Context: an optimization exercise on an open-source flow, tuned for small area, a short achievable clock period and few clock cycles. The choices shown serve that exercise and are no tape-out recipe. The RTL was checked by simulation tests, not by an equivalence proof against the original design. Power is estimated from default activity; no workload was simulated.

`flow/config.mk`:
```
export PLATFORM = sky130hd
export DESIGN_NAME = cnn_core
export DESIGN_NICKNAME = cnn_core
export VERILOG_FILES = /design/flow/design.v
export SDC_FILE = /design/flow/constraint.sdc
export NUM_CORES = 4
export LEC_CHECK = 0
export CAP_MARGIN = 20
export CORE_MARGIN = 2
export CORE_UTILIZATION = 40
export SLEW_MARGIN = 20
```
`flow/constraint.sdc`:
```
create_clock -name core_clock -period 20.0 [get_ports {clk}]
set_input_delay 4.0000 -clock core_clock [delete_from_list [all_inputs] [get_ports {clk}]]
set_output_delay 4.0000 -clock core_clock [all_outputs]
set_load 0.01 [all_outputs]
```
`flow/design.v`:
```
module cnn_core (
    input             clk,
    input             rst,           
    input             start,
    input      [31:0] cmd,
    input      [7:0]  dim,
    input      [7:0]  cin,
    input      [7:0]  cout,
    input      [7:0]  ksize,
    input      [7:0]  pad,
    input      [7:0]  bias_shift,
    input      [7:0]  out_shift,
    input      [15:0] in_addr,
    input      [15:0] w_addr,
    input      [15:0] bias_addr,
    input      [15:0] out_addr,
    output reg        busy,
    output            done,
    output reg [3:0]  err_code,
    output reg [31:0] err_info,
    output reg        acc_ovf,
    output            mem_req,
    output            mem_we,
    output     [13:0] mem_addr,
    output     [3:0]  mem_be,
    output     [31:0] mem_wdata,
    input             mem_gnt,
    input      [31:0] mem_rdata
);
    localparam OP_CONV = 3'd1, OP_DW = 3'd2, OP_PW = 3'd3, OP_PWF = 3'd4, OP_POOL = 3'd5;
    localparam E_NONE = 4'd0, E_ILLEGAL = 4'd1, E_DIM = 4'd2, E_CHAN = 4'd3,
               E_KERNEL = 4'd4, E_SHIFT = 4'd5;
    localparam T_IDLE = 3'd0, T_CHECK = 3'd1, T_SETUP = 3'd2, T_RUN = 3'd3, T_DONE = 3'd4;
    reg [2:0] tst;
    reg [31:0] cmd_q;
    reg [7:0]  d_q, cin_q, cout_q, k_q, p_q, bs_q, os_q;
    reg [15:0] w_q, b_q;
    wire [2:0] op = cmd_q[2:0];
    wire is_conv = (op == OP_CONV);
    wire is_dw   = (op == OP_DW);
    wire is_pw   = (op == OP_PW);
    wire is_pwf  = (op == OP_PWF);
    wire is_pool = (op == OP_POOL);
    reg has_bias, m_bc, m_ln, m_dt, m_pl;
    wire k_ok   = (k_q != 8'd0) && k_q[0];
    wire p_ok   = (p_q == ((k_q - 8'd1) >> 1));
    wire bs_ok  = (bs_q <= 8'd31);
    wire os_ok  = (os_q <= 8'd31);
    reg [3:0]  chk_code;
    reg [31:0] chk_info;
    always @(*) begin
        chk_code = E_NONE;
        chk_info = 32'd0;
        if (cmd_q[31:3] != 29'd0 || op == 3'd0 || op > 3'd5) begin
            chk_code = E_ILLEGAL; chk_info = cmd_q;
        end else if (is_conv) begin
            if (d_q < 8'd2 || d_q[0])              begin chk_code = E_DIM;    chk_info = 32'h18; end
            else if (cin_q < 8'd2 || cin_q[0])     begin chk_code = E_CHAN;   chk_info = 32'h1C; end
            else if (cout_q < 8'd2 || cout_q[0])   begin chk_code = E_CHAN;   chk_info = 32'h20; end
            else if (!k_ok)                        begin chk_code = E_KERNEL; chk_info = 32'h24; end
            else if (!p_ok)                        begin chk_code = E_KERNEL; chk_info = 32'h28; end
            else if (!bs_ok)                       begin chk_code = E_SHIFT;  chk_info = 32'h2C; end
            else if (!os_ok)                       begin chk_code = E_SHIFT;  chk_info = 32'h30; end
        end else if (is_dw) begin
            if (d_q == 8'd0)                       begin chk_code = E_DIM;    chk_info = 32'h18; end
            else if (cin_q == 8'd0)                begin chk_code = E_CHAN;   chk_info = 32'h1C; end
            else if (!k_ok)                        begin chk_code = E_KERNEL; chk_info = 32'h24; end
            else if (!p_ok)                        begin chk_code = E_KERNEL; chk_info = 32'h28; end
            else if (!os_ok)                       begin chk_code = E_SHIFT;  chk_info = 32'h30; end
        end else if (is_pw) begin
            if (d_q == 8'd0)                       begin chk_code = E_DIM;    chk_info = 32'h18; end
            else if (cin_q == 8'd0)                begin chk_code = E_CHAN;   chk_info = 32'h1C; end
            else if (cout_q == 8'd0)               begin chk_code = E_CHAN;   chk_info = 32'h20; end
            else if (!bs_ok)                       begin chk_code = E_SHIFT;  chk_info = 32'h2C; end
            else if (!os_ok)                       begin chk_code = E_SHIFT;  chk_info = 32'h30; end
        end else if (is_pwf) begin
            if (d_q == 8'd0)                       begin chk_code = E_DIM;    chk_info = 32'h18; end
            else if (cin_q < 8'd4 || cin_q[1:0] != 2'd0)
                                                   begin chk_code = E_CHAN;   chk_info = 32'h1C; end
            else if (cout_q < 8'd2 || cout_q[0])   begin chk_code = E_CHAN;   chk_info = 32'h20; end
            else if (!bs_ok)                       begin chk_code = E_SHIFT;  chk_info = 32'h2C; end
            else if (!os_ok)                       begin chk_code = E_SHIFT;  chk_info = 32'h30; end
        end else begin  
            if (d_q < 8'd2 || d_q[0])              begin chk_code = E_DIM;    chk_info = 32'h18; end
            else if (cin_q < 8'd4 || cin_q[1:0] != 2'd0)
                                                   begin chk_code = E_CHAN;   chk_info = 32'h1C; end
        end
    end
    wire [7:0] c_kc = (is_conv | is_dw) ? k_q : 8'd1;               
    wire [7:0] c_pc = (is_conv | is_dw) ? {1'b0, k_q[7:1]} : 8'd0;  
    wire [7:0] c_od = is_pool ? {1'b0, d_q[7:1]} : d_q;             
    wire [7:0] c_chn = (is_conv | is_pw) ? cout_q : cin_q;
    wire [3:0] c_gsz = c_chn[0] ? 4'd1 : c_chn[1] ? 4'd2 : c_chn[2] ? 4'd4 : 4'd8;
    wire [7:0] c_lg = is_pwf ? ((cout_q > 8'd8) ? cout_q - 8'd8 : 8'd0) :
                      is_pool ? cin_q - 8'd4 : c_chn - {4'd0, c_gsz};
    reg  [7:0] kc, pc, odm1, lg;
    reg  [8:0] hib, kcm1;           
    reg  [3:0] gsz, gmask;
    reg        contig, g8, single_grp;
    function [13:0] hi14;
        input [15:0] a;
        hi14 = a[15:2];
    endfunction
    function [1:0] lo2;
        input [15:0] a;
        lo2 = a[1:0];
    endfunction
    reg [15:0] rs;       
    reg [15:0] wts;      
    reg [15:0] wrs_s;    
    reg [15:0] pwts;     
    localparam K_IN = 2'd1, K_W = 2'd2, K_B = 2'd3;
    reg        rq_v, rq_we;
    reg [13:0] rq_a;
    reg [3:0]  rq_be;
    reg [31:0] rq_wd;
    reg [1:0]  rq_kind;
    reg        rq_emit, rq_bank, rq_iws, rq_gend, rq_fin;
    reg [1:0]  rq_o, rq_xb;
    reg [3:0]  rq_mask, rq_glen;
    reg [2:0]  rq_aidx;
    assign mem_req   = rq_v;
    assign mem_we    = rq_we;
    assign mem_addr  = rq_a;
    assign mem_be    = rq_be;
    assign mem_wdata = rq_wd;
    assign done      = (tst == T_DONE);
    wire slot = !rq_v || mem_gnt;
    reg        t1_v;  reg [1:0] t1_kind; reg t1_emit, t1_bank, t1_iws, t1_gend, t1_fin;
    reg [1:0]  t1_o, t1_xb; reg [3:0] t1_mask, t1_glen; reg [2:0] t1_aidx;
    reg        t2_v;  reg [1:0] t2_kind; reg t2_emit, t2_bank, t2_iws, t2_gend, t2_fin;
    reg [1:0]  t2_o, t2_xb; reg [3:0] t2_mask, t2_glen; reg [2:0] t2_aidx;
    reg [31:0] raw, prev_i, prev_w, iw0, iw1;
    reg        t3_v, t3_bank, t3_gend, t3_fin; reg [2:0] t3_aidx; reg [3:0] t3_glen;
    reg [31:0] xop, wop;
    reg        t4_v, t4_bank, t4_gend, t4_fin; reg [2:0] t4_aidx; reg [3:0] t4_glen;
    reg signed [15:0] pr0, pr1, pr2, pr3;
    always @(posedge clk) begin
        if (rst) begin
            t1_v <= 1'b0; t2_v <= 1'b0;
        end else begin
            t1_v <= rq_v && mem_gnt && !rq_we;
            t2_v <= t1_v;
        end
        t1_kind <= rq_kind; t1_emit <= rq_emit; t1_bank <= rq_bank; t1_iws <= rq_iws;
        t1_gend <= rq_gend; t1_fin <= rq_fin; t1_o <= rq_o; t1_xb <= rq_xb;
        t1_mask <= rq_mask; t1_glen <= rq_glen; t1_aidx <= rq_aidx;
        t2_kind <= t1_kind; t2_emit <= t1_emit; t2_bank <= t1_bank; t2_iws <= t1_iws;
        t2_gend <= t1_gend; t2_fin <= t1_fin; t2_o <= t1_o; t2_xb <= t1_xb;
        t2_mask <= t1_mask; t2_glen <= t1_glen; t2_aidx <= t1_aidx;
        raw <= mem_rdata;
    end
    wire [31:0] prev_sel = (t2_kind == K_IN) ? prev_i : prev_w;
    wire [63:0] fun = {raw, prev_sel};
    reg  [31:0] alw;
    always @(*) begin
        case (t2_o)
            2'd0: alw = raw;
            2'd1: alw = fun[39:8];
            2'd2: alw = fun[47:16];
            default: alw = fun[55:24];
        endcase
    end
    wire [31:0] alw_m = alw & {{8{t2_mask[3]}}, {8{t2_mask[2]}}, {8{t2_mask[1]}}, {8{t2_mask[0]}}};
    reg [31:0] xsel;
    wire [31:0] iwd = t2_iws ? iw1 : iw0;
    reg  [7:0]  xbyte;
    always @(*) begin
        case (t2_xb)
            2'd0: xbyte = iw0[7:0];
            2'd1: xbyte = iw0[15:8];
            2'd2: xbyte = iw0[23:16];
            default: xbyte = iw0[31:24];
        endcase
        if (m_bc)       xsel = {4{xbyte}};
        else if (m_ln)  xsel = iw0;
        else if (m_dt)  xsel = {iwd[31:24], iwd[15:8], iwd[23:16], iwd[7:0]};
        else            xsel = {4{8'd1}};
    end
    reg [7:0] bias [0:7];
    integer bi;
    always @(posedge clk) begin
        if (rst) begin
            t3_v <= 1'b0;
        end else begin
            t3_v <= t2_v && t2_emit && (t2_kind == K_W);
        end
        if (t2_v) begin
            if (t2_kind == K_IN) prev_i <= raw; else prev_w <= raw;
        end
        if (t2_v && t2_emit && t2_kind == K_IN) begin
            if (t2_iws) iw1 <= alw; else iw0 <= alw;
        end
        if (t2_v && t2_emit && t2_kind == K_B) begin
            if (t2_bank) begin
                bias[4] <= alw_m[7:0]; bias[5] <= alw_m[15:8]; bias[6] <= alw_m[23:16]; bias[7] <= alw_m[31:24];
            end else begin
                bias[0] <= alw_m[7:0]; bias[1] <= alw_m[15:8]; bias[2] <= alw_m[23:16]; bias[3] <= alw_m[31:24];
            end
        end
        wop <= alw_m;
        xop <= xsel;
        t3_bank <= t2_bank; t3_gend <= t2_gend; t3_fin <= t2_fin; t3_aidx <= t2_aidx; t3_glen <= t2_glen;
    end
    always @(posedge clk) begin
        if (rst) t4_v <= 1'b0;
        else     t4_v <= t3_v;
        pr0 <= $signed(xop[7:0])   * $signed(wop[7:0]);
        pr1 <= $signed(xop[15:8])  * $signed(wop[15:8]);
        pr2 <= $signed(xop[23:16]) * $signed(wop[23:16]);
        pr3 <= $signed(xop[31:24]) * $signed(wop[31:24]);
        t4_bank <= t3_bank; t4_gend <= t3_gend; t4_fin <= t3_fin; t4_aidx <= t3_aidx; t4_glen <= t3_glen;
    end
    reg signed [39:0] acc [0:7];
    reg [7:0] fresh;
    wire signed [17:0] psum = pr0 + pr1 + pr2 + pr3;
    reg signed [17:0] addv [0:7];
    reg [7:0] awr;
    integer ai, aj;
    always @(*) begin
        for (aj = 0; aj < 8; aj = aj + 1) begin
            awr[aj] = 1'b0;
            addv[aj] = 18'sd0;
        end
        if (t4_v) begin
            if (m_dt) begin
                awr[t4_aidx] = 1'b1;
                addv[t4_aidx] = psum;
            end else begin
                awr[{t4_bank, 2'd0}] = 1'b1; addv[{t4_bank, 2'd0}] = pr0;
                awr[{t4_bank, 2'd1}] = 1'b1; addv[{t4_bank, 2'd1}] = pr1;
                awr[{t4_bank, 2'd2}] = 1'b1; addv[{t4_bank, 2'd2}] = pr2;
                awr[{t4_bank, 2'd3}] = 1'b1; addv[{t4_bank, 2'd3}] = pr3;
            end
        end
    end
    reg        rq_act;         
    reg [2:0]  rq_l;
    reg [3:0]  rq_n;
    reg        rq_f;           
    reg        r1_v, r1_last; reg signed [39:0] r1_a; reg [7:0] r1_b; reg [8:0] r1_pa;
    reg        r2_v, r2_last; reg signed [39:0] r2_e; reg [7:0] r2_pool;
    reg        r3_v, r3_last, r3_ovf; reg [7:0] r3_byte;
    wire       rq_stall;
    reg [15:0] op_ptr;
    reg [31:0] pk_d; reg [3:0] pk_be;
    reg [31:0] wa_d, wq_d; reg [3:0] wa_be, wq_be; reg [13:0] wa_a, wq_a; reg wa_v, wq_v;
    wire wb_v = wa_v;
    wire [1:0] pk_lane = op_ptr[1:0];
    wire pk_complete = (pk_lane == 2'd3) || r3_last;
    assign rq_stall = r3_v && pk_complete && wa_v && wq_v;
    wire pk_take = r3_v && !rq_stall;
    wire rd_acc = rq_act && !rq_stall;
    wire [2:0] rq_lp = {1'b1, rq_l[1:0]};
    reg [7:0] rd_now;
    always @(*) begin
        for (aj = 0; aj < 8; aj = aj + 1)
            rd_now[aj] = rd_acc && (rq_l == aj[2:0] || (m_pl && rq_lp == aj[2:0]));
    end
    always @(posedge clk) begin
        for (ai = 0; ai < 8; ai = ai + 1) begin
            if (awr[ai])
                acc[ai] <= ((fresh[ai] || rd_now[ai]) ? 40'sd0 : acc[ai]) + {{22{addv[ai][17]}}, addv[ai]};
        end
        if (tst == T_SETUP) begin
            fresh <= 8'hFF;
        end else begin
            for (ai = 0; ai < 8; ai = ai + 1) begin
                if (awr[ai]) fresh[ai] <= 1'b0;
                else if (rd_now[ai]) fresh[ai] <= 1'b1;
            end
        end
    end
    wire signed [39:0] bsx = $signed({{32{r1_b[7]}}, r1_b}) <<< bs_q[4:0];
    wire signed [31:0] e32 = r2_e[31:0];
    wire signed [31:0] shd = e32 >>> os_q[4:0];
    wire e_ovf = (r2_e[39:31] != 9'd0) && (r2_e[39:31] != 9'h1FF);
    wire [7:0] q_out = (shd > 32'sd127) ? 8'h7f : (shd < -32'sd128) ? 8'h80 : shd[7:0];
    wire [8:0] pl_a = r1_a[8:0];
    wire [8:0] pl_t = ($signed({pl_a[8], pl_a}) + 10'sd1) >>> 1;
    wire [8:0] pl_u = ($signed({r1_pa[8], r1_pa}) + 10'sd1) >>> 1;
    wire [9:0] pl_s = $signed({pl_t[8], pl_t}) + $signed({pl_u[8], pl_u}) + 10'sd1;
    wire [7:0] pl_o = pl_s[8:1];
    always @(posedge clk) begin
        if (rst || tst == T_IDLE) begin
            rq_act <= 1'b0; r1_v <= 1'b0; r2_v <= 1'b0; r3_v <= 1'b0;
        end else begin
            if (t4_v && t4_gend) begin
                rq_act <= 1'b1; rq_l <= 3'd0; rq_n <= t4_glen; rq_f <= t4_fin;
            end else if (rd_acc) begin
                rq_l <= rq_l + 3'd1;
                if ({1'b0, rq_l} == rq_n - 4'd1) rq_act <= 1'b0;
            end
            if (!rq_stall) begin
                r1_v <= rq_act;
                r2_v <= r1_v;
                r3_v <= r2_v;
            end
        end
        if (!rq_stall) begin
            r1_a <= fresh[rq_l] ? 40'sd0 : acc[rq_l];
            r1_pa <= acc[rq_lp][8:0];
            r1_b <= has_bias ? bias[rq_l] : 8'd0;
            r1_last <= rq_f && ({1'b0, rq_l} == rq_n - 4'd1);
            r2_e <= r1_a + bsx;
            r2_pool <= pl_o;
            r2_last <= r1_last;
            r3_byte <= m_pl ? r2_pool : q_out;
            r3_last <= r2_last;
            r3_ovf  <= r2_v && e_ovf;
        end
    end
    localparam F_IDLE = 5'd0, F_NEXTG = 5'd1, F_PG = 5'd2, F_RSTART = 5'd3,
               F_BPRE = 5'd4, F_BEMIT = 5'd5,
               F_BIPRE = 5'd6, F_BIEM0 = 5'd7, F_BWPRE = 5'd8, F_BWEM = 5'd9, F_BINX = 5'd10,
               F_LIPRE = 5'd11, F_LWPRE = 5'd12, F_LIEM = 5'd13, F_LWEM = 5'd14,
               F_DIPRE = 5'd15, F_DIEM0 = 5'd16, F_DIEM1 = 5'd17, F_DWPRE = 5'd18, F_DWEM = 5'd19,
               F_PWPRE = 5'd20, F_PWEM = 5'd21, F_END = 5'd22;
    reg [4:0]  fst;
    reg [7:0]  y, x, co0;
    reg [15:0] inrow0, wrow0, qcol, wcol;
    reg [7:0]  nr, nq;
    reg [15:0] irs, wrs;            
    reg [7:0]  ri, kxi, cii;        
    reg        sidx;                
    reg [1:0]  xb;                  
    reg [13:0] ipw, wpw;            
    reg [1:0]  i_o, w_o;            
    reg [15:0] ich, wch;            
    reg        gfirst;              
    reg        wskip;               
    reg [7:0]  hoff;                
    reg [7:0]  pp;                  
    reg [1:0]  uu;                  
    reg [1:0]  tt;                  
    reg [15:0] dwg;                 
    reg [3:0]  glen;                
    reg [1:0]  bo;                  
    wire [8:0] yv = {1'b0, y};
    wire [8:0] xv = {1'b0, x};
    wire [8:0] pv = {1'b0, pc};
    wire [8:0] hy = hib - yv;
    wire [8:0] hx = hib - xv;
    wire [8:0] loy = (yv < pv) ? (pv - yv) : 9'd0;
    wire [8:0] lox = (xv < pv) ? (pv - xv) : 9'd0;
    wire [8:0] hiy = (hy < kcm1) ? hy : kcm1;
    wire [8:0] hix = (hx < kcm1) ? hx : kcm1;
    wire [8:0] nr_c = hiy - loy + 9'd1;
    wire [8:0] nq_c = hix - lox + 9'd1;
    wire last_grp  = (co0 >= lg);
    wire last_x    = (x == odm1);
    wire last_pix  = (y == odm1) && last_x;
    wire first_pix = (y == 8'd0) && (x == 8'd0);
    wire need_bias = has_bias && (!single_grp || first_pix);
    wire [7:0] npair_rem = {1'b0, cout_q[7:1]} - {1'b0, co0[7:1]};    
    wire [3:0] glen_c = m_dt ? ((npair_rem >= 8'd4) ? 4'd8 : {npair_rem[2:0], 1'b0}) :
                        m_pl ? 4'd4 : gsz;
    wire last_s   = (sidx == g8);
    wire last_ci  = (cii == cin_q - 8'd1);
    wire last_kx  = (kxi == nq - 8'd1);
    wire last_row = (ri == nr - 8'd1);
    wire wcont    = contig && (nq == kc);       
    wire bc_last_elem = last_ci && last_kx;
    wire [15:0] irs_n = irs + rs;
    wire [15:0] wrs_n = wrs + wrs_s;
    wire [15:0] wch_bc = wch + {8'd0, cout_q};
    wire [15:0] ich_ln = ich + {8'd0, cin_q};
    wire [15:0] wch_ln = wch + {8'd0, cin_q};
    wire [15:0] ibv = inrow0 + qcol;
    wire [15:0] irs_g = ibv + ((m_ln | m_pl) ? {8'd0, co0} : 16'd0);
    wire [15:0] wrs_g = wrow0 + wcol + {8'd0, co0};
    wire [15:0] bias_a = b_q + {8'd0, co0};
    wire [8:0]  cin_rem = {1'b0, cin_q} - {1'b0, hoff};
    wire        nch8 = (cin_rem >= 9'd8);
    wire        dt_contig = (cin_q <= 8'd8);
    wire [15:0] cin2 = {7'd0, cin_q, 1'b0};
    wire        last_u = nch8 ? (uu == 2'd3) : (uu == 2'd1);
    wire        last_p = (pp[2:0] == glen[3:1] - 3'd1);
    wire        last_h = !nch8 || (cin_rem == 9'd8);
    wire [15:0] dt_wa = dwg + {7'd0, hoff, 1'b0};
    wire [15:0] dt_wn = wch + cin2;
    wire [15:0] dt_in = ich + 16'd8;
    reg  [15:0] pl_off;
    always @(*) begin
        case (tt)
            2'd0: pl_off = {8'd0, cin_q};
            2'd1: pl_off = rs;
            default: pl_off = wts;
        endcase
    end
    wire [15:0] pl_next = irs + pl_off;
    wire gend_fly = (rq_v && !rq_we && rq_gend) || (t1_v && t1_gend) || (t2_v && t2_gend) ||
                    (t3_v && t3_gend) || (t4_v && t4_gend);
    wire drain_ok = !gend_fly && !rq_act;
    reg [2:0] dcnt; reg glast8, slip;
    wire gend_grant = rq_v && mem_gnt && !rq_we && rq_gend;
    always @(posedge clk) begin
        if (rst) begin
            dcnt <= 3'd7; glast8 <= 1'b0; slip <= 1'b1;
        end else if (gend_grant) begin
            dcnt <= 3'd1; glast8 <= (rq_glen > 4'd4); slip <= 1'b0;
        end else begin
            if (dcnt != 3'd7) dcnt <= dcnt + 3'd1;
            if (rq_stall) slip <= 1'b1;
        end
    end
    wire early_ok = !slip && !wa_v && !(rq_v && !rq_we && rq_gend) &&
                    (dcnt >= (glast8 ? 3'd6 : 3'd3));
    reg        f_rd;            
    reg        f_acc;           
    reg [1:0]  f_kind;
    reg        f_emit;
    reg [13:0] f_a;
    reg [1:0]  f_o;
    reg [3:0]  f_mask;
    reg        f_bank, f_iws, f_gend;
    reg [1:0]  f_xb;
    reg [2:0]  f_aidx;
    always @(*) begin
        f_rd = 1'b0; f_acc = 1'b0; f_kind = K_W; f_emit = 1'b0; f_a = wpw; f_o = w_o;
        f_mask = 4'b1111; f_bank = 1'b0; f_iws = 1'b0; f_gend = 1'b0; f_xb = xb; f_aidx = 3'd0;
        case (fst)
            F_BPRE:  begin f_rd = 1'b1; f_kind = K_B; end
            F_BEMIT: begin
                f_rd = 1'b1; f_kind = K_B; f_emit = 1'b1; f_acc = 1'b1; f_bank = sidx;
                f_mask = (sidx == 1'b0) ? ((glen >= 4'd4) ? 4'b1111 : (glen == 4'd2) ? 4'b0011 : 4'b0001)
                                         : ((glen == 4'd8) ? 4'b1111 : 4'b0011);
            end
            F_BIPRE: begin f_rd = 1'b1; f_kind = K_IN; f_a = ipw; f_o = i_o; end
            F_BIEM0, F_BINX: begin f_rd = 1'b1; f_kind = K_IN; f_emit = 1'b1; f_a = ipw; f_o = i_o; end
            F_BWPRE: begin f_rd = 1'b1; end
            F_BWEM:  begin
                f_rd = 1'b1; f_acc = 1'b1; f_emit = 1'b1; f_bank = sidx; f_mask = gmask;
                f_gend = last_s && bc_last_elem && last_row;
            end
            F_LIPRE: begin f_rd = 1'b1; f_kind = K_IN; f_a = ipw; f_o = i_o; end
            F_LWPRE: begin f_rd = 1'b1; end
            F_LIEM:  begin f_rd = 1'b1; f_kind = K_IN; f_emit = 1'b1; f_a = ipw; f_o = i_o; end
            F_LWEM:  begin
                f_rd = 1'b1; f_acc = 1'b1; f_emit = 1'b1; f_bank = sidx; f_mask = gmask;
                f_gend = last_s && last_kx && last_row;
            end
            F_DIPRE: begin f_rd = 1'b1; f_kind = K_IN; f_a = ipw; f_o = i_o; end
            F_DIEM0: begin f_rd = 1'b1; f_kind = K_IN; f_emit = 1'b1; f_a = ipw; f_o = i_o; end
            F_DIEM1: begin f_rd = 1'b1; f_kind = K_IN; f_emit = 1'b1; f_a = ipw; f_o = i_o; f_iws = 1'b1; end
            F_DWPRE: begin f_rd = 1'b1; end
            F_DWEM:  begin
                f_rd = 1'b1; f_acc = 1'b1; f_emit = 1'b1; f_iws = uu[1];
                f_aidx = {pp[1:0], uu[0]};
                f_gend = last_u && last_p && last_h;
            end
            F_PWPRE: begin f_rd = 1'b1; end
            F_PWEM:  begin
                f_rd = 1'b1; f_acc = 1'b1; f_emit = 1'b1; f_bank = tt[1];
                f_gend = (tt == 2'd3);
            end
            default: ;
        endcase
    end
    wire f_block = (f_acc && gfirst && !drain_ok && (f_kind == K_B || !early_ok)) ||
                   (f_gend && !drain_ok);
    wire wr_issue = slot && wb_v;
    wire rd_issue = slot && !wb_v && f_rd && !f_block;
    wire f_go = rd_issue || (!f_rd && fst != F_IDLE && fst != F_END);
    always @(posedge clk) begin
        if (rst) begin
            rq_v <= 1'b0;
        end else if (slot) begin
            rq_v <= wr_issue || rd_issue;
        end
        if (slot) begin
            if (wb_v) begin
                rq_we <= 1'b1; rq_a <= wa_a; rq_be <= wa_be; rq_wd <= wa_d;
                rq_gend <= 1'b0;
            end else begin
                rq_we <= 1'b0; rq_a <= f_a; rq_be <= 4'b1111;
                rq_gend <= f_gend;
            end
            rq_kind <= f_kind; rq_emit <= f_emit; rq_o <= f_o; rq_mask <= f_mask;
            rq_bank <= f_bank; rq_iws <= f_iws; rq_xb <= f_xb; rq_aidx <= f_aidx;
            rq_fin <= last_grp && last_pix; rq_glen <= glen;
        end
    end
    wire [31:0] pk_dn = pk_lane == 2'd0 ? {pk_d[31:8], r3_byte} :
                        pk_lane == 2'd1 ? {pk_d[31:16], r3_byte, pk_d[7:0]} :
                        pk_lane == 2'd2 ? {pk_d[31:24], r3_byte, pk_d[15:0]} :
                                          {r3_byte, pk_d[23:0]};
    wire [3:0]  pk_ben = pk_be | (4'b0001 << pk_lane);
    wire wpush = pk_take && pk_complete;
    always @(posedge clk) begin
        if (rst) begin
            wa_v <= 1'b0; wq_v <= 1'b0; pk_be <= 4'd0;
        end else begin
            if (tst == T_IDLE && start) begin
                op_ptr <= out_addr;
                pk_be <= 4'd0;
            end
            if (pk_take) begin
                op_ptr <= op_ptr + 16'd1;
                if (pk_complete) pk_be <= 4'd0;
                else begin
                    pk_d <= pk_dn; pk_be <= pk_ben;
                end
            end
            if (wr_issue) begin
                if (wq_v) begin
                    wa_d <= wq_d; wa_be <= wq_be; wa_a <= wq_a;
                end else begin
                    wa_d <= pk_dn; wa_be <= pk_ben; wa_a <= op_ptr[15:2];
                end
                wa_v <= wq_v || wpush;
                if (wq_v && wpush) begin
                    wq_d <= pk_dn; wq_be <= pk_ben; wq_a <= op_ptr[15:2];
                end else begin
                    wq_v <= 1'b0;
                end
            end else if (wpush) begin
                if (!wa_v) begin
                    wa_d <= pk_dn; wa_be <= pk_ben; wa_a <= op_ptr[15:2]; wa_v <= 1'b1;
                end else begin
                    wq_d <= pk_dn; wq_be <= pk_ben; wq_a <= op_ptr[15:2]; wq_v <= 1'b1;
                end
            end
        end
    end
    reg [2:0]  su;          
    reg        su_ld;       
    reg [7:0]  mu_cnt;
    reg [15:0] mu_acc, mu_m;
    wire quiet = !rq_v && !t1_v && !t2_v && !t3_v && !t4_v && !rq_act &&
                 !r1_v && !r2_v && !r3_v && !wa_v && !wq_v && (pk_be == 4'd0);
    always @(posedge clk) begin
        if (rst) begin
            tst      <= T_IDLE;
            busy     <= 1'b0;
            err_code <= 4'd0;
            err_info <= 32'd0;
            acc_ovf  <= 1'b0;
            fst      <= F_IDLE;
        end else begin
            case (tst)
            T_IDLE: begin
                if (start) begin
                    cmd_q  <= cmd;
                    d_q    <= dim;   cin_q <= cin;  cout_q <= cout;
                    k_q    <= ksize; p_q   <= pad;
                    bs_q   <= bias_shift; os_q <= out_shift;
                    w_q    <= w_addr; b_q <= bias_addr;
                    inrow0 <= in_addr;
                    busy     <= 1'b1;
                    err_code <= 4'd0;
                    err_info <= 32'd0;
                    acc_ovf  <= 1'b0;
                    tst      <= T_CHECK;
                end
            end
            T_CHECK: begin
                has_bias <= is_conv | is_pw | is_pwf;
                m_bc <= is_conv | is_pw;
                m_ln <= is_dw;
                m_dt <= is_pwf;
                m_pl <= is_pool;
                kc   <= c_kc;
                pc   <= c_pc;
                odm1 <= c_od - 8'd1;
                lg   <= c_lg;
                hib  <= {1'b0, d_q} - 9'd1 + {1'b0, c_pc};
                kcm1 <= {1'b0, c_kc} - 9'd1;
                gsz  <= c_gsz;
                g8   <= (c_gsz == 4'd8);
                gmask <= (c_gsz == 4'd1) ? 4'b0001 : (c_gsz == 4'd2) ? 4'b0011 : 4'b1111;
                contig <= (c_chn == 8'd4) || (c_chn == 8'd8);
                single_grp <= is_pwf ? (cout_q <= 8'd8) : ((c_chn == 8'd4) || (c_chn == 8'd8));
                if (chk_code != E_NONE) begin
                    err_code <= chk_code;
                    err_info <= chk_info;
                    tst      <= T_DONE;
                end else begin
                    tst   <= T_SETUP;
                    su    <= 3'd0;
                    su_ld <= 1'b1;
                end
            end
            T_SETUP: begin
                if (su_ld) begin
                    su_ld  <= 1'b0;
                    mu_acc <= 16'd0;
                    case (su)
                        3'd0: begin mu_cnt <= cin_q; mu_m <= {8'd0, d_q}; end                   
                        3'd1: begin mu_cnt <= m_bc ? cin_q : 8'd1;
                                    mu_m <= m_bc ? {8'd0, cout_q} : {8'd0, cin_q}; end          
                        3'd2: begin mu_cnt <= kc; mu_m <= wts; end                              
                        3'd3: begin mu_cnt <= pc; mu_m <= wrs_s; mu_acc <= w_q; end             
                        default: begin mu_cnt <= pc; mu_m <= wts; end                           
                    endcase
                end else if (mu_cnt != 8'd0) begin
                    mu_acc <= mu_acc + mu_m;
                    mu_cnt <= mu_cnt - 8'd1;
                end else begin
                    su_ld <= 1'b1;
                    su    <= su + 3'd1;
                    case (su)
                        3'd0: rs    <= mu_acc;
                        3'd1: wts   <= m_pl ? (rs + {8'd0, cin_q}) : mu_acc;
                        3'd2: wrs_s <= mu_acc;
                        3'd3: wrow0 <= mu_acc;
                        default: begin
                            pwts <= mu_acc;
                            tst    <= T_RUN;
                            fst    <= F_PG;
                            y <= 8'd0; x <= 8'd0; co0 <= 8'd0;
                            qcol  <= 16'd0;
                            wcol  <= mu_acc;
                            dwg   <= w_q;
                        end
                    endcase
                end
            end
            T_RUN: begin
                if (fst == F_END && quiet) tst <= T_DONE;
            end
            T_DONE: begin
                busy <= 1'b0;
                fst  <= F_IDLE;
                tst  <= T_IDLE;
            end
            default: tst <= T_IDLE;
            endcase
            if (r3_v && !rq_stall && !m_pl && r3_ovf) acc_ovf <= 1'b1;
            if (tst == T_RUN && f_go) begin
                if (f_rd && f_acc && f_emit) gfirst <= 1'b0;
                if (f_rd && f_emit && f_kind == K_W) wskip <= 1'b0;
                case (fst)
                F_NEXTG: begin
                    if (last_grp) begin
                        co0 <= 8'd0;
                        dwg <= w_q;
                        if (last_pix) begin
                            fst <= F_END;
                        end else begin
                            fst <= F_PG;
                            if (last_x) begin
                                x <= 8'd0;
                                y <= y + 8'd1;
                                qcol <= 16'd0;
                                wcol <= pwts;
                                if (m_pl)            inrow0 <= inrow0 + {rs[14:0], 1'b0};
                                else if (y >= pc)    inrow0 <= inrow0 + rs;
                                if (y < pc)          wrow0 <= wrow0 - wrs_s;
                            end else begin
                                x <= x + 8'd1;
                                if (m_pl)            qcol <= qcol + {7'd0, cin_q, 1'b0};
                                else if (x >= pc)    qcol <= qcol + {8'd0, cin_q};
                                if (x < pc)          wcol <= wcol - wts;
                            end
                        end
                    end else begin
                        co0 <= co0 + {4'd0, glen};
                        dwg <= dwg + {5'd0, cin_q, 3'd0};
                        fst <= F_PG;
                    end
                end
                F_PG: begin
                    nr <= nr_c[7:0];
                    nq <= nq_c[7:0];
                    glen <= glen_c;
                    gfirst <= 1'b1;
                    wskip <= 1'b0;
                    ri <= 8'd0; kxi <= 8'd0; cii <= 8'd0; sidx <= 1'b0; xb <= 2'd0;
                    hoff <= 8'd0; pp <= 8'd0; uu <= 2'd0; tt <= 2'd0;
                    irs <= irs_g;
                    wrs <= wrs_g;
                    if (need_bias) begin
                        wpw <= bias_a[15:2];
                        w_o <= bias_a[1:0];
                        fst <= (bias_a[1:0] != 2'd0) ? F_BPRE : F_BEMIT;
                    end else if (m_dt) begin
                        ipw <= ibv[15:2]; i_o <= ibv[1:0]; ich <= ibv;
                        fst <= (ibv[1:0] != 2'd0) ? F_DIPRE : F_DIEM0;
                    end else if (m_pl) begin
                        wpw <= irs_g[15:2]; w_o <= irs_g[1:0]; wch <= irs_g;
                        fst <= (irs_g[1:0] != 2'd0) ? F_PWPRE : F_PWEM;
                    end else begin
                        ipw <= irs_g[15:2]; i_o <= irs_g[1:0]; ich <= irs_g;
                        wpw <= wrs_g[15:2]; w_o <= wrs_g[1:0]; wch <= wrs_g;
                        if (m_bc)
                            fst <= (irs_g[1:0] != 2'd0) ? F_BIPRE : F_BIEM0;
                        else
                            fst <= (irs_g[1:0] != 2'd0) ? F_LIPRE : (wrs_g[1:0] != 2'd0) ? F_LWPRE : F_LIEM;
                    end
                end
                F_BPRE: begin
                    wpw <= wpw + 14'd1;
                    fst <= F_BEMIT;
                end
                F_BEMIT: begin
                    wpw <= wpw + 14'd1;
                    if (sidx == 1'b0 && glen > 4'd4) sidx <= 1'b1;
                    else begin
                        sidx <= 1'b0;
                        fst  <= F_RSTART;
                    end
                end
                F_RSTART: begin
                    if (m_dt) begin
                        ipw <= irs[15:2]; i_o <= irs[1:0]; ich <= irs;
                        fst <= (irs[1:0] != 2'd0) ? F_DIPRE : F_DIEM0;
                    end else begin
                        ipw <= irs[15:2]; i_o <= irs[1:0]; ich <= irs;
                        wpw <= wrs[15:2]; w_o <= wrs[1:0]; wch <= wrs;
                        fst <= (irs[1:0] != 2'd0) ? F_BIPRE : F_BIEM0;
                    end
                end
                F_BIPRE: begin
                    ipw <= ipw + 14'd1;
                    fst <= F_BIEM0;
                end
                F_BIEM0: begin
                    ipw <= ipw + 14'd1;
                    fst <= (w_o != 2'd0 && !wskip) ? F_BWPRE : F_BWEM;
                end
                F_BWPRE: begin
                    wpw <= wpw + 14'd1;
                    fst <= F_BWEM;
                end
                F_BWEM: begin
                    wpw <= wpw + 14'd1;
                    if (!last_s) begin
                        sidx <= 1'b1;
                    end else begin
                        sidx <= 1'b0;
                        xb   <= xb + 2'd1;
                        if (last_ci) begin
                            cii <= 8'd0;
                            kxi <= kxi + 8'd1;
                        end else begin
                            cii <= cii + 8'd1;
                        end
                        if (bc_last_elem) begin
                            kxi <= 8'd0; cii <= 8'd0; xb <= 2'd0;
                            if (last_row) begin
                                fst <= F_NEXTG;
                            end else begin
                                ri  <= ri + 8'd1;
                                irs <= irs_n;
                                wrs <= wrs_n;
                                ipw <= irs_n[15:2]; i_o <= irs_n[1:0]; ich <= irs_n;
                                if (wcont) begin
                                    wskip <= 1'b1;
                                end else begin
                                    wpw <= wrs_n[15:2]; w_o <= wrs_n[1:0]; wch <= wrs_n;
                                end
                                fst <= (irs_n[1:0] != 2'd0) ? F_BIPRE : F_BIEM0;
                            end
                        end else begin
                            if (!contig) begin
                                wpw <= wch_bc[15:2]; w_o <= wch_bc[1:0]; wch <= wch_bc;
                            end
                            if (xb == 2'd3)
                                fst <= F_BINX;
                            else if (!contig && wch_bc[1:0] != 2'd0)
                                fst <= F_BWPRE;
                            else
                                fst <= F_BWEM;
                        end
                    end
                end
                F_BINX: begin
                    ipw <= ipw + 14'd1;
                    fst <= (!contig && w_o != 2'd0) ? F_BWPRE : F_BWEM;
                end
                F_LIPRE: begin
                    ipw <= ipw + 14'd1;
                    fst <= (w_o != 2'd0 && !wskip) ? F_LWPRE : F_LIEM;
                end
                F_LWPRE: begin
                    wpw <= wpw + 14'd1;
                    fst <= F_LIEM;
                end
                F_LIEM: begin
                    ipw <= ipw + 14'd1;
                    fst <= F_LWEM;
                end
                F_LWEM: begin
                    wpw <= wpw + 14'd1;
                    if (!last_s) begin
                        sidx <= 1'b1;
                        fst  <= F_LIEM;
                    end else begin
                        sidx <= 1'b0;
                        if (last_kx) begin
                            kxi <= 8'd0;
                            if (last_row) begin
                                fst <= F_NEXTG;
                            end else begin
                                ri  <= ri + 8'd1;
                                irs <= irs_n;
                                wrs <= wrs_n;
                                ipw <= irs_n[15:2]; i_o <= irs_n[1:0]; ich <= irs_n;
                                if (wcont) begin
                                    wskip <= 1'b1;
                                    fst <= (irs_n[1:0] != 2'd0) ? F_LIPRE : F_LIEM;
                                end else begin
                                    wpw <= wrs_n[15:2]; w_o <= wrs_n[1:0]; wch <= wrs_n;
                                    fst <= (irs_n[1:0] != 2'd0) ? F_LIPRE :
                                           (wrs_n[1:0] != 2'd0) ? F_LWPRE : F_LIEM;
                                end
                            end
                        end else begin
                            kxi <= kxi + 8'd1;
                            if (!contig) begin
                                ipw <= ich_ln[15:2]; i_o <= ich_ln[1:0]; ich <= ich_ln;
                                wpw <= wch_ln[15:2]; w_o <= wch_ln[1:0]; wch <= wch_ln;
                                fst <= (ich_ln[1:0] != 2'd0) ? F_LIPRE :
                                       (wch_ln[1:0] != 2'd0) ? F_LWPRE : F_LIEM;
                            end else begin
                                fst <= F_LIEM;
                            end
                        end
                    end
                end
                F_DIPRE: begin
                    ipw <= ipw + 14'd1;
                    fst <= F_DIEM0;
                end
                F_DIEM0: begin
                    ipw <= ipw + 14'd1;
                    if (nch8) begin
                        fst <= F_DIEM1;
                    end else begin
                        wpw <= dt_wa[15:2]; w_o <= dt_wa[1:0]; wch <= dt_wa;
                        fst <= (dt_wa[1:0] != 2'd0) ? F_DWPRE : F_DWEM;
                    end
                end
                F_DIEM1: begin
                    ipw <= ipw + 14'd1;
                    wpw <= dt_wa[15:2]; w_o <= dt_wa[1:0]; wch <= dt_wa;
                    fst <= (dt_wa[1:0] != 2'd0) ? F_DWPRE : F_DWEM;
                end
                F_DWPRE: begin
                    wpw <= wpw + 14'd1;
                    fst <= F_DWEM;
                end
                F_DWEM: begin
                    wpw <= wpw + 14'd1;
                    uu  <= uu + 2'd1;
                    if (last_u) begin
                        uu <= 2'd0;
                        if (last_p) begin
                            pp <= 8'd0;
                            if (last_h) begin
                                fst <= F_NEXTG;
                            end else begin
                                hoff <= hoff + 8'd8;
                                ipw <= dt_in[15:2]; i_o <= dt_in[1:0]; ich <= dt_in;
                                fst <= (dt_in[1:0] != 2'd0) ? F_DIPRE : F_DIEM0;
                            end
                        end else begin
                            pp <= pp + 8'd1;
                            if (!dt_contig) begin
                                wpw <= dt_wn[15:2]; w_o <= dt_wn[1:0]; wch <= dt_wn;
                                fst <= (dt_wn[1:0] != 2'd0) ? F_DWPRE : F_DWEM;
                            end
                        end
                    end
                end
                F_PWPRE: begin
                    wpw <= wpw + 14'd1;
                    fst <= F_PWEM;
                end
                F_PWEM: begin
                    wpw <= wpw + 14'd1;
                    tt  <= tt + 2'd1;
                    if (tt == 2'd3) begin
                        fst <= F_NEXTG;
                    end else begin
                        wpw <= pl_next[15:2]; w_o <= pl_next[1:0]; wch <= pl_next;
                        fst <= (pl_next[1:0] != 2'd0) ? F_PWPRE : F_PWEM;
                    end
                end
                default: ;
                endcase
            end
        end
    end
endmodule
```
`flow/run.sh`:
```
#!/bin/bash
# synth_recipe.tcl (not shown) runs the flow's synth.tcl, then flattens the netlist and writes it again
# the make line also repeats each setting of config.mk as NAME=value (left out here)
make -C /OpenROAD-flow-scripts/flow DESIGN_CONFIG=/design/flow/config.mk WORK_HOME=/design/flow/orfs CLKGATE_MAP_FILE= SYNTH_SCRIPT=/design/flow/synth_recipe.tcl finish
```
==> results.yml, run 1 <==
sta:
  hold_violations: 0
  finalSetupTns_ps: 0
  setup_slack_ps: 11350
  period_minus_slack_ps: 8654
  fmax_mhz: 115.6
  setup_viol: 0
  slew_headroom_pct: 21.19
  worstMarginPinSlew_ps: 1177
  slew_viol_final: 0
  rsz0062_at_grt: "false"
  finalCritPeriodShare_pct: 43.27
  skew_ps: 57.71
synthesis:
  ys.flop_type: "edfxtp_1"
  synth_area_per_cell_um2: 9.637
  synth_fp_nets: 13950
  synth_edf_count: 1385
  synth_cell_type_count: 107
  ys.warnings.count: 4
  synth-seq-cells: 1686
  async_reset_ff_share_pct: 0
  yosysSeqAreaShare_pct: 39.04
  syn_inst: 12660
  syn_area_um2: 122000
critical_path:
  r2r_start: "pr0[1]$_DFF_P_"
  crit_path_start_kind: "register"
  slowest_stage: "nand4b_1"
  crit_type: "register to register"
  max_stage_delay_ps: 650
  worstPathRequired_ps: 20580
  endpoint_kind: "register"
  cp_max_fo: 9
  arrival_ps: 9240
  crit_start: "pr0[1]$_DFF_P_"
  timing.critical_path.mode_cell: "o21ai_0"
route:
  dr_wl_met3_mm: 36.93
  drc_errors: 0
  wl_met2_mm: 175.8
  dr.pass1.iters: 10
  wire_per_inst_um: 24.31
  antenna_left: 0
  wirelength_mm: 411.2
  viasPerCell: 5.866
  top_layer: "met5"
  wl_met1_mm: 179.5
  via_count: 99230
  drt-initial-drc-count: 11200
cells_and_area:
  final_nets: 14060
  finalNonFillerCells: 16920
  syn_to_final_growth_pct: 11.71
  drive_gt1_share_pct: 7.453
outcome:
  outcome: "complete, no violations"
clock_network:
  hold_buffers: 0
  clk_latency_ps: 910
  post_cts_buffers: 0
  clockRootBuffer: "clkbuf_16"
  cts_made_buffers: 205
  clockBufferDepth: 4
  cts_resized: 0
  clkSinkCount: 1686
  path_clk_slew_ps: 60
  cts_tree: "yes"
  htree_levels: 4
floorplanning:
  die_area_um2: 309400
  dieHeight_um: 556.2
  row_count: 202
  die_w_um: 556.2
  initial_core_util_pct: 40.25
  core_um2: 303000
  io_pins: 279
hold_path:
  min_path_type: "register to register"
  min-delay-start: "t2_aidx[1]$_DFF_P_"
placed_design:
  hpwlAfterDp_mm: 311.9
  port_buffers: 277
  pre_cts_ws_ps: 11610
  placed_cells: 16540
  gp_congestion: 1.006
global_route:
  grt_max_degree: 75
  grt-ovfl-total: 0
  grt_pass1_vias: 93550
  antenna_found_initial: 34
  grt_pass1_wl_mm: 605.9
  grtUsageTotal_pct: 25.77
pwr:
  vdd_drop_max_uv: 279.7
  power.leakage_nw: 53.64
  power_density_nw_per_um2: 89.17
run:
  drv_cap: 0
[metrics by stage]
step	hold WS, ps	area (um2)	utilization, %	total power, mW
floorplan	309.6	122000	-	6.830
global placement	309.7	129300	42.67	8.203
detailed placement	312.1	129300	42.68	8.244
CTS	288.2	136200	44.95	12.16
global route	296.8	136200	44.96	12.69
finish	296.9	136300	44.96	12.15
[cell usage in the layout (no fill, tap or decap), types with 59 or more instances in the layout]
cell type / instances
or3_1: 63
a31oi_1: 122
xor2_1: 273
xnor2_1: 641
inv_1: 857
nand3_1: 237
mux2_2: 231
buf_4: 187
o21ai_0: 720
o31ai_1: 59
a22oi_1: 195
ha_1: 804
nand2_1: 1136
a211oi_1: 75
o21bai_1: 118
a21oi_1: 825
a222oi_1: 65
o21a_1: 93
and3_1: 103
nand4_1: 73
dfxtp_1: 296
nor3_1: 219
and2_1: 455
mux2i_1: 163
nand2b_1: 138
clkbuf_16: 209
fa_1: 301
a221oi_1: 90
nor2_1: 976
clkdlybuf4s50_1: 276
o22ai_1: 87
a21o_1: 257
nor4_1: 59
edfxtp_1: 1385
nor2b_1: 164
[cells by family (layout without fill, tap and decap cells)]
group                      after synthesis  count (layout)  synth area share (%)
adders and majority gates             1113            1113                 13.26
AOI/OAI and AO/OA                     3261            3261                 17.45
xor gates and xnor gates               918             918                 6.615
other                                    1               4              0.003074
buffers and inverters                 1438            1715                 4.451
DFF                                   1686            1686                 39.04
muxes                                  444             444                 4.393
and+or+nand+nor                       3796            3796                 14.78
[area by class of cell]
| type | instances | area, um2 |
|---|---|---|
| antenna | 3 | 7.507 |
| timing repair buffer | 464 | 4178 |
| sequential | 1686 | 47620 |
| fill | 28770 | 166800 |
| clock buffer | 265 | 5630 |
| multi-input combinational | 9533 | 69270 |
| tap | 3978 | 4977 |
| inverter | 875 | 3292 |
| clock inverter | 111 | 1276 |
[state kept, by name, summed over array words and instances (netlist names), 24 cells and up, named ones only]
| name | count |
|---|---|
| acc | 320 |
| bias | 64 |
| cmd_q | 32 |
| err_info | 32 |
| iw0 | 32 |
| iw1 | 32 |
| pk_d | 32 |
| prev_i | 24 |
| prev_w | 24 |
| r1_a | 40 |
| r2_e | 40 |
| raw | 32 |
| rq_wd | 32 |
| wa_d | 32 |
| wop | 32 |
| wq_d | 32 |
| xop | 32 |
[cell usage after synthesis (all sizes together), types with 36 or more instances]
master / number / area share, %
nand2: 1139 / 3.5
mux2: 231 / 2.1
o21ai: 735 / 3.0
buf: 81 / 0.27
a21o: 257 / 1.6
xnor2: 643 / 4.6
ha: 808 / 8.3
clkbuf: 482 / 1.5
or3: 63 / 0.32
edfxtp: 1385 / 34
and2: 462 / 2.4
a222oi: 65 / 0.53
and3: 103 / 0.53
mux4: 50 / 0.92
a22oi: 195 / 1.2
mux2i: 163 / 1.3
a211oi: 77 / 0.48
xor2: 274 / 2.0
nor2: 992 / 3.1
nor2b: 169 / 0.87
or2: 36 / 0.18
a21oi: 833 / 3.4
nand4: 73 / 0.37
dfxtp: 301 / 4.9
inv: 868 / 2.7
fa: 301 / 4.9
a31oi: 126 / 0.66
a41oi: 46 / 0.33
o31ai: 60 / 0.37
o21a: 102 / 0.63
nor4: 61 / 0.31
nand2b: 139 / 0.71
nand3: 237 / 0.97
o21bai: 118 / 0.73
a221oi: 91 / 0.66
o22ai: 87 / 0.45
a21boi: 54 / 0.34
o211ai: 52 / 0.32
nor3: 232 / 0.97
[worst max-delay path, delay by kind of cell (launching register included)]
kind | cells | cell delay (ps)
AO/OA/AOI/OAI | 19 | 3980
buffers and inverters | 3 | 210
adder cells (fa/ha/maj) | 6 | 2190
flip-flops | 1 | 350
AND/OR/NAND/NOR | 6 | 1590
[worst paths after layout]
path / to / slack [ps] / depth (start not counted)
worst max-delay path: acc[7][34]$_DFFE_PP_ / 11350 / 34
worst min-delay path: t3_aidx[1]$_DFF_P_ / 300 / 0
worst max register to register: acc[7][34]$_DFFE_PP_ / 11350 / 34
worst min register to register: t3_aidx[1]$_DFF_P_ / 300 / 0
[per-layer routing]
| layer | global-route usage, % | vias to the layer above |
|---|---|---|
| met5 | 0.2344 | - |
| met4 | 10.56 | 28 |
| met3 | 4.727 | 776 |
| met2 | 38.68 | 4335 |
| met1 | 36.36 | 48040 |
| li1 | - | 46050 |
[report_power, final]
group	switching, mW	internal, mW	leakage (nW)
Combinational	2.62	1.49	34.8
Clock	1.63	2.28	3.38
Sequential	0.157	3.98	15.5
Testbench counts, summed over its fixed seeds: cycles 80,631.
==> inputs of run 2 (changes only) <==
--- a/flow/design.v
+++ b/flow/design.v
@@ -96,3 +96,2 @@
     reg  [7:0] kc, pc, odm1, lg;
-    reg  [8:0] hib, kcm1;           
     reg  [3:0] gsz, gmask;
@@ -126,3 +125,4 @@
     assign mem_wdata = rq_wd;
-    assign done      = (tst == T_DONE);
+    reg done_r;
+    assign done      = done_r;
     wire slot = !rq_v || mem_gnt;
@@ -213,6 +213,22 @@
     end
-    reg signed [39:0] acc [0:7];
-    reg [7:0] fresh;
+    reg        t5_v, t5_bank, t5_gend, t5_fin; reg [2:0] t5_aidx; reg [3:0] t5_glen;
+    reg signed [17:0] ad0, ad1, ad2, ad3;
     wire signed [17:0] psum = pr0 + pr1 + pr2 + pr3;
-    reg signed [17:0] addv [0:7];
+    always @(posedge clk) begin
+        if (rst) t5_v <= 1'b0;
+        else     t5_v <= t4_v;
+        if (m_dt) begin
+            ad0 <= (t4_aidx[1:0] == 2'd0) ? psum : 18'sd0;
+            ad1 <= (t4_aidx[1:0] == 2'd1) ? psum : 18'sd0;
+            ad2 <= (t4_aidx[1:0] == 2'd2) ? psum : 18'sd0;
+            ad3 <= (t4_aidx[1:0] == 2'd3) ? psum : 18'sd0;
+        end else begin
+            ad0 <= pr0; ad1 <= pr1; ad2 <= pr2; ad3 <= pr3;
+        end
+        t5_bank <= t4_bank; t5_gend <= t4_gend; t5_fin <= t4_fin; t5_aidx <= t4_aidx; t5_glen <= t4_glen;
+    end
+    reg [19:0] accL [0:7];
+    reg signed [19:0] accH [0:7];
+    reg signed [1:0]  accP [0:7];
+    reg [7:0] fresh;
     reg [7:0] awr;
@@ -220,18 +236,7 @@
     always @(*) begin
-        for (aj = 0; aj < 8; aj = aj + 1) begin
-            awr[aj] = 1'b0;
-            addv[aj] = 18'sd0;
-        end
-        if (t4_v) begin
-            if (m_dt) begin
-                awr[t4_aidx] = 1'b1;
-                addv[t4_aidx] = psum;
-            end else begin
-                awr[{t4_bank, 2'd0}] = 1'b1; addv[{t4_bank, 2'd0}] = pr0;
-                awr[{t4_bank, 2'd1}] = 1'b1; addv[{t4_bank, 2'd1}] = pr1;
-                awr[{t4_bank, 2'd2}] = 1'b1; addv[{t4_bank, 2'd2}] = pr2;
-                awr[{t4_bank, 2'd3}] = 1'b1; addv[{t4_bank, 2'd3}] = pr3;
-            end
-        end
+        for (aj = 0; aj < 8; aj = aj + 1)
+            awr[aj] = t5_v && (m_dt ? (t5_aidx == aj[2:0]) : (t5_bank == aj[2]));
     end
+    wire [17:0] adw [0:3];
+    assign adw[0] = ad0; assign adw[1] = ad1; assign adw[2] = ad2; assign adw[3] = ad3;
     reg        rq_act;         
@@ -240,5 +245,6 @@
     reg        rq_f;           
-    reg        r1_v, r1_last; reg signed [39:0] r1_a; reg [7:0] r1_b; reg [8:0] r1_pa;
-    reg        r2_v, r2_last; reg signed [39:0] r2_e; reg [7:0] r2_pool;
-    reg        r3_v, r3_last, r3_ovf; reg [7:0] r3_byte;
+    reg        r1_v, r1_last; reg [19:0] r1_lo; reg signed [19:0] r1_hi; reg [39:0] r1_bsx; reg [8:0] r1_pa, r1_pb;
+    reg        r2_v, r2_last, r2_c; reg [19:0] r2_lo; reg signed [19:0] r2_hi; reg [7:0] r2_pool;
+    reg        r3_v, r3_last; reg signed [39:0] r3_e; reg [7:0] r3_pool;
+    reg        r4_v, r4_last, r4_ovf; reg [7:0] r4_byte;
     wire       rq_stall;
@@ -249,5 +255,5 @@
     wire [1:0] pk_lane = op_ptr[1:0];
-    wire pk_complete = (pk_lane == 2'd3) || r3_last;
-    assign rq_stall = r3_v && pk_complete && wa_v && wq_v;
-    wire pk_take = r3_v && !rq_stall;
+    wire pk_complete = (pk_lane == 2'd3) || r4_last;
+    assign rq_stall = r4_v && pk_complete && wa_v && wq_v;
+    wire pk_take = r4_v && !rq_stall;
     wire rd_acc = rq_act && !rq_stall;
@@ -259,6 +265,16 @@
     end
+    reg [20:0] lsum;
+    reg signed [17:0] adl;
     always @(posedge clk) begin
         for (ai = 0; ai < 8; ai = ai + 1) begin
-            if (awr[ai])
-                acc[ai] <= ((fresh[ai] || rd_now[ai]) ? 40'sd0 : acc[ai]) + {{22{addv[ai][17]}}, addv[ai]};
+            adl = adw[ai % 4];
+            if (awr[ai]) begin
+                lsum = ((fresh[ai] || rd_now[ai]) ? 21'd0 : {1'b0, accL[ai]}) + {1'b0, {2{adl[17]}}, adl};
+                accL[ai] <= lsum[19:0];
+                accP[ai] <= $signed({1'b0, lsum[20]}) - $signed({1'b0, adl[17]});
+                accH[ai] <= (fresh[ai] || rd_now[ai]) ? 20'sd0 : accH[ai] + accP[ai];
+            end else begin
+                accH[ai] <= accH[ai] + accP[ai];
+                accP[ai] <= 2'sd0;
+            end
         end
@@ -273,18 +289,20 @@
     end
-    wire signed [39:0] bsx = $signed({{32{r1_b[7]}}, r1_b}) <<< bs_q[4:0];
-    wire signed [31:0] e32 = r2_e[31:0];
+    wire [7:0] bsel = bias[rq_l];
+    wire signed [39:0] bsx = $signed({{32{bsel[7]}}, bsel}) <<< bs_q[4:0];
+    wire [20:0] r2_lsum = {1'b0, r1_lo} + {1'b0, r1_bsx[19:0]};
+    wire signed [31:0] e32 = r3_e[31:0];
     wire signed [31:0] shd = e32 >>> os_q[4:0];
-    wire e_ovf = (r2_e[39:31] != 9'd0) && (r2_e[39:31] != 9'h1FF);
+    wire e_ovf = (r3_e[39:31] != 9'd0) && (r3_e[39:31] != 9'h1FF);
     wire [7:0] q_out = (shd > 32'sd127) ? 8'h7f : (shd < -32'sd128) ? 8'h80 : shd[7:0];
-    wire [8:0] pl_a = r1_a[8:0];
-    wire [8:0] pl_t = ($signed({pl_a[8], pl_a}) + 10'sd1) >>> 1;
-    wire [8:0] pl_u = ($signed({r1_pa[8], r1_pa}) + 10'sd1) >>> 1;
+    wire [8:0] pl_t = ($signed({r1_pa[8], r1_pa}) + 10'sd1) >>> 1;
+    wire [8:0] pl_u = ($signed({r1_pb[8], r1_pb}) + 10'sd1) >>> 1;
     wire [9:0] pl_s = $signed({pl_t[8], pl_t}) + $signed({pl_u[8], pl_u}) + 10'sd1;
     wire [7:0] pl_o = pl_s[8:1];
+    wire fr_l = fresh[rq_l];
     always @(posedge clk) begin
         if (rst || tst == T_IDLE) begin
-            rq_act <= 1'b0; r1_v <= 1'b0; r2_v <= 1'b0; r3_v <= 1'b0;
+            rq_act <= 1'b0; r1_v <= 1'b0; r2_v <= 1'b0; r3_v <= 1'b0; r4_v <= 1'b0;
         end else begin
-            if (t4_v && t4_gend) begin
-                rq_act <= 1'b1; rq_l <= 3'd0; rq_n <= t4_glen; rq_f <= t4_fin;
+            if (t5_v && t5_gend) begin
+                rq_act <= 1'b1; rq_l <= 3'd0; rq_n <= t5_glen; rq_f <= t5_fin;
             end else if (rd_acc) begin
@@ -297,2 +315,3 @@
                 r3_v <= r2_v;
+                r4_v <= r3_v;
             end
@@ -300,12 +319,19 @@
         if (!rq_stall) begin
-            r1_a <= fresh[rq_l] ? 40'sd0 : acc[rq_l];
-            r1_pa <= acc[rq_lp][8:0];
-            r1_b <= has_bias ? bias[rq_l] : 8'd0;
+            r1_lo  <= fr_l ? 20'd0 : accL[rq_l];
+            r1_hi  <= fr_l ? 20'sd0 : accH[rq_l] + accP[rq_l];
+            r1_pa  <= accL[rq_l][8:0];
+            r1_pb  <= accL[rq_lp][8:0];
+            r1_bsx <= has_bias ? bsx : 40'd0;
             r1_last <= rq_f && ({1'b0, rq_l} == rq_n - 4'd1);
-            r2_e <= r1_a + bsx;
+            r2_lo  <= r2_lsum[19:0];
+            r2_c   <= r2_lsum[20];
+            r2_hi  <= r1_hi + $signed(r1_bsx[39:20]);
             r2_pool <= pl_o;
             r2_last <= r1_last;
-            r3_byte <= m_pl ? r2_pool : q_out;
+            r3_e   <= {r2_hi + $signed({19'd0, r2_c}), r2_lo};
+            r3_pool <= r2_pool;
             r3_last <= r2_last;
-            r3_ovf  <= r2_v && e_ovf;
+            r4_byte <= m_pl ? r3_pool : q_out;
+            r4_last <= r3_last;
+            r4_ovf  <= r3_v && e_ovf;
         end
@@ -338,13 +364,8 @@
     reg [1:0]  bo;                  
-    wire [8:0] yv = {1'b0, y};
-    wire [8:0] xv = {1'b0, x};
-    wire [8:0] pv = {1'b0, pc};
-    wire [8:0] hy = hib - yv;
-    wire [8:0] hx = hib - xv;
-    wire [8:0] loy = (yv < pv) ? (pv - yv) : 9'd0;
-    wire [8:0] lox = (xv < pv) ? (pv - xv) : 9'd0;
-    wire [8:0] hiy = (hy < kcm1) ? hy : kcm1;
-    wire [8:0] hix = (hx < kcm1) ? hx : kcm1;
-    wire [8:0] nr_c = hiy - loy + 9'd1;
-    wire [8:0] nq_c = hix - lox + 9'd1;
+    reg  [7:0] n0;
+    reg signed [8:0] thr;        
+    wire x_lo = (x < pc);
+    wire y_lo = (y < pc);
+    wire x_hi = ($signed({1'b0, x}) >= thr);
+    wire y_hi = ($signed({1'b0, y}) >= thr);
     wire last_grp  = (co0 >= lg);
@@ -392,3 +413,3 @@
     wire gend_fly = (rq_v && !rq_we && rq_gend) || (t1_v && t1_gend) || (t2_v && t2_gend) ||
-                    (t3_v && t3_gend) || (t4_v && t4_gend);
+                    (t3_v && t3_gend) || (t4_v && t4_gend) || (t5_v && t5_gend);
     wire drain_ok = !gend_fly && !rq_act;
@@ -483,6 +504,6 @@
     end
-    wire [31:0] pk_dn = pk_lane == 2'd0 ? {pk_d[31:8], r3_byte} :
-                        pk_lane == 2'd1 ? {pk_d[31:16], r3_byte, pk_d[7:0]} :
-                        pk_lane == 2'd2 ? {pk_d[31:24], r3_byte, pk_d[15:0]} :
-                                          {r3_byte, pk_d[23:0]};
+    wire [31:0] pk_dn = pk_lane == 2'd0 ? {pk_d[31:8], r4_byte} :
+                        pk_lane == 2'd1 ? {pk_d[31:16], r4_byte, pk_d[7:0]} :
+                        pk_lane == 2'd2 ? {pk_d[31:24], r4_byte, pk_d[15:0]} :
+                                          {r4_byte, pk_d[23:0]};
     wire [3:0]  pk_ben = pk_be | (4'b0001 << pk_lane);
@@ -493,3 +514,3 @@
         end else begin
-            if (tst == T_IDLE && start) begin
+            if (tst == T_IDLE) begin
                 op_ptr <= out_addr;
@@ -529,4 +550,4 @@
     reg [15:0] mu_acc, mu_m;
-    wire quiet = !rq_v && !t1_v && !t2_v && !t3_v && !t4_v && !rq_act &&
-                 !r1_v && !r2_v && !r3_v && !wa_v && !wq_v && (pk_be == 4'd0);
+    wire quiet = !rq_v && !t1_v && !t2_v && !t3_v && !t4_v && !t5_v && !rq_act &&
+                 !r1_v && !r2_v && !r3_v && !r4_v && !wa_v && !wq_v && (pk_be == 4'd0);
     always @(posedge clk) begin
@@ -539,12 +560,14 @@
             fst      <= F_IDLE;
+            done_r   <= 1'b0;
         end else begin
+            done_r <= (tst == T_CHECK && chk_code != E_NONE) || (tst == T_RUN && fst == F_END && quiet);
             case (tst)
             T_IDLE: begin
+                cmd_q  <= cmd;
+                d_q    <= dim;   cin_q <= cin;  cout_q <= cout;
+                k_q    <= ksize; p_q   <= pad;
+                bs_q   <= bias_shift; os_q <= out_shift;
+                w_q    <= w_addr; b_q <= bias_addr;
+                inrow0 <= in_addr;
                 if (start) begin
-                    cmd_q  <= cmd;
-                    d_q    <= dim;   cin_q <= cin;  cout_q <= cout;
-                    k_q    <= ksize; p_q   <= pad;
-                    bs_q   <= bias_shift; os_q <= out_shift;
-                    w_q    <= w_addr; b_q <= bias_addr;
-                    inrow0 <= in_addr;
                     busy     <= 1'b1;
@@ -566,4 +589,4 @@
                 lg   <= c_lg;
-                hib  <= {1'b0, d_q} - 9'd1 + {1'b0, c_pc};
-                kcm1 <= {1'b0, c_kc} - 9'd1;
+                n0   <= ((c_pc < d_q) ? c_pc : d_q - 8'd1) + 8'd1;
+                thr  <= $signed({1'b0, d_q}) - 9'sd1 - $signed({1'b0, c_pc});
                 gsz  <= c_gsz;
@@ -611,2 +634,3 @@
                             y <= 8'd0; x <= 8'd0; co0 <= 8'd0;
+                            nr <= n0; nq <= n0;
                             qcol  <= 16'd0;
@@ -628,3 +652,3 @@
             endcase
-            if (r3_v && !rq_stall && !m_pl && r3_ovf) acc_ovf <= 1'b1;
+            if (r4_v && !rq_stall && !m_pl && r4_ovf) acc_ovf <= 1'b1;
             if (tst == T_RUN && f_go) begin
@@ -644,2 +668,4 @@
                                 y <= y + 8'd1;
+                                nq <= n0;
+                                nr <= nr + {7'd0, y_lo} - {7'd0, y_hi};
                                 qcol <= 16'd0;
@@ -651,2 +677,3 @@
                                 x <= x + 8'd1;
+                                nq <= nq + {7'd0, x_lo} - {7'd0, x_hi};
                                 if (m_pl)            qcol <= qcol + {7'd0, cin_q, 1'b0};
@@ -663,4 +690,2 @@
                 F_PG: begin
-                    nr <= nr_c[7:0];
-                    nq <= nq_c[7:0];
                     glen <= glen_c;
==> run 2 against run 1 <==
  * Sequential share of layout area grew 2.0 points
  * Critical path depth is 22 lower
  * Via count decreased by 4.0%
  * Worst setup slack better by 1500 ps
  * Critical path type is now primary input to register
  * Area after synthesis increased by 0.42%
  * Largest power group unchanged
==> results.yml, run 2 <==
floorplanning:
  core_um2: 305300
  die_area_um2: 310700
  initial_core_util_pct: 40.12
  io_pins: 279
  row_count: 203
  die_w_um: 557.4
  dieHeight_um: 557.4
sta:
  finalSetupTns_ps: 0
  rsz0062_at_grt: "false"
  slew_headroom_pct: 20.23
  slew_viol_final: 0
  skew_ps: 78.70
  fmax_mhz: 139.7
  setup_viol: 0
  hold_violations: 0
synthesis:
  synth_edf_count: 1321
  async_reset_ff_share_pct: 0
  synth-seq-cells: 1875
  synth_top_area_share_pct: 32.38
  syn_inst: 12020
  ys.warnings.count: 5
  synth_commonest_cells: "edfxtp_1 (1321), nor2_1 (1005), nand2_1 (960)"
  yosysSeqAreaShare_pct: 41.44
  ys.flop_type: "edfxtp_1"
critical_path:
  crit_type: "primary input to register"
  crit_path_start_kind: "primary input"
  cp_max_fo: 13
  critPathTopFamily: "simple AND/OR/NAND/NOR gates"
  max_stage_delay_ps: 730
  slowest_stage: "clkdlybuf4s50_1"
  worstPathRequired_ps: 20560
  path_buf_inv: 3
  endpoint_kind: "register"
  arrival_ps: 7720
clock_network:
  cts_tree: "yes"
  clockRootBuffer: "clkbuf_16"
  hold_buffers: 0
  cts_made_buffers: 214
  post_cts_buffers: 0
  clockBufferDepth: 4
  clkSinkCount: 1875
  clk_latency_ps: 920
  htree_levels: 4
route:
  wl_met2_mm: 162.2
  via_count: 95300
  wire_per_inst_um: 23.49
  dr.pass1.iters: 9
  antenna_left: 0
  top_layer: "met5"
  wirelength_mm: 389.7
  drt-initial-drc-count: 10670
  dr_wl_met3_mm: 37.11
global_route:
  grt_max_degree: 85
  grt-ovfl-total: 0
  antenna_found_initial: 25
  grt_pass1_wl_mm: 578.8
  grtUsageTotal_pct: 24.52
cells_and_area:
  layout_commonest_cell: "edfxtp_1"
  final_nets: 13720
  drive_gt1_share_pct: 8.259
  top_regs: "accH: 160 flops, accL: 160 flops, bias: 64 flops"
  final_core_util_pct: 45.05
  finalNonFillerCells: 16590
hold_path:
  min_path_type: "register to register"
placed_design:
  gp_congestion: 0.9834
  placed_cells: 16190
  port_buffers: 277
  hpwlAfterDp_mm: 299.2
pwr:
  power_density_nw_per_um2: 92.08
  vdd_drop_max_uv: 119.6
outcome:
  outcome: "complete, no violations"
[run 2: final cells by class]
cell class / count / area, um2
multi-input cells: 9024 / 67600
clock buffers: 276 / 5924
diodes: 9 / 22.52
well taps: 4100 / 5130
clock inverters: 119 / 1176
flip-flops and latches: 1875 / 50760
inverters: 724 / 2730
fillers: 28880 / 167700
repair buffers: 466 / 4199
[run 2: power by group]
| part | internal, mW | switching [mW] |
|---|---|---|
| combinational | 1.59 | 2.28 |
| sequential | 4.48 | 0.290 |
| clock | 2.32 | 1.70 |
[run 2: metrics by stage]
step | total power [mW] | instance area [um2]
after CTS | 12.69 | 137500
after global routing | 13.36 | 137500
final | 12.67 | 137600
after detailed placement | 8.646 | 130400
after global placement | 8.602 | 130400
after floorplan | 7.554 | 122500
[run 2: final timing paths]
path              slack (ps)                      end  cells past startpoint                  start
setup / recovery       12840        ich[13]$_DFFE_PP_                     12                mem_gnt
hold / removal           320       t5_aidx[2]$_DFF_P_                      0     t4_aidx[2]$_DFF_P_
setup reg to reg       13000  r1_hi[17]$_SDFFCE_PP0N_                     16  rq_l[0]$_SDFFCE_PP0P_
hold reg to reg          320       t5_aidx[2]$_DFF_P_                      0     t4_aidx[2]$_DFF_P_
[run 2: worst register-to-register path, cell delays in order, from the launching register on]
cell and delay (ps):
edfxtp_1 520, ha_1 580, ha_2 690, or4_1 570, or2_2 780, nor2_1 120
a41oi_2 790, ha_1 380, a21o_1 180, a21o_1 210, a2111oi_0 640, nor4_1 220
nor3_1 430, nor3_1 170, nor3_1 240, xor2_1 160, nor2_1 50
[run 2: layer usage]
layer,GRT usage [%],vias to the layer above
li1,-,44530
met1,36.10,46090
met2,35.90,4010
met3,4.598,666
met4,8.060,6
met5,0,-
[run 2: cell families (layout without fill, tap and decap cells)]
kind of cell,Yosys count,in the layout,share of synthesized area (%)
buf+inv,1120,1585,3.537
compound gates,2760,2760,15.11
simple gates,3735,3735,14.74
fa+ha+maj,1224,1224,14.38
flops,1875,1875,41.44
xor+xnor,834,834,5.998
other cells,1,10,0.003061
mux,470,470,4.783
Testbench counts of run 2, summed over its fixed seeds: cycles 80,868.

## re-timing with driven ports
No port has a modelled driver above. Below, the same layouts with a new extraction and two added sets of constraints.
Step 1, drivers: a clkbuf_16 drives clk and a buf_2 each remaining input, both assumed.
Step 2 adds t to the input delays and takes it off the output delays; t is the mean of the earliest and latest rising clock arrival at the registers after step 1. Input paths then give back, and output paths get back, about the clock's delay inside the block.
Slacks: ideal ports / drivers / drivers and shift; pairs: ideal ports / drivers.
| run | shift t [ns] | setup slack, ns | worst hold slack (ns) | slew at the worst register clock pin (ns) |
|---|---|---|---|---|
| run 1 | 0.979 | 11.346 / 11.346 / 11.346 | 0.297 / 0.297 / 0.297 | 0.07 / 0.07 |
| run 2 | 0.987 | 12.840 / 12.917 / 11.930 | 0.322 / 0.322 / 0.322 | 0.07 / 0.07 |
After both steps every run listed still meets setup and hold. The setup slack of run 2, which loses most, moves by +0.077 ns with the drivers and by -0.910 ns with both steps.
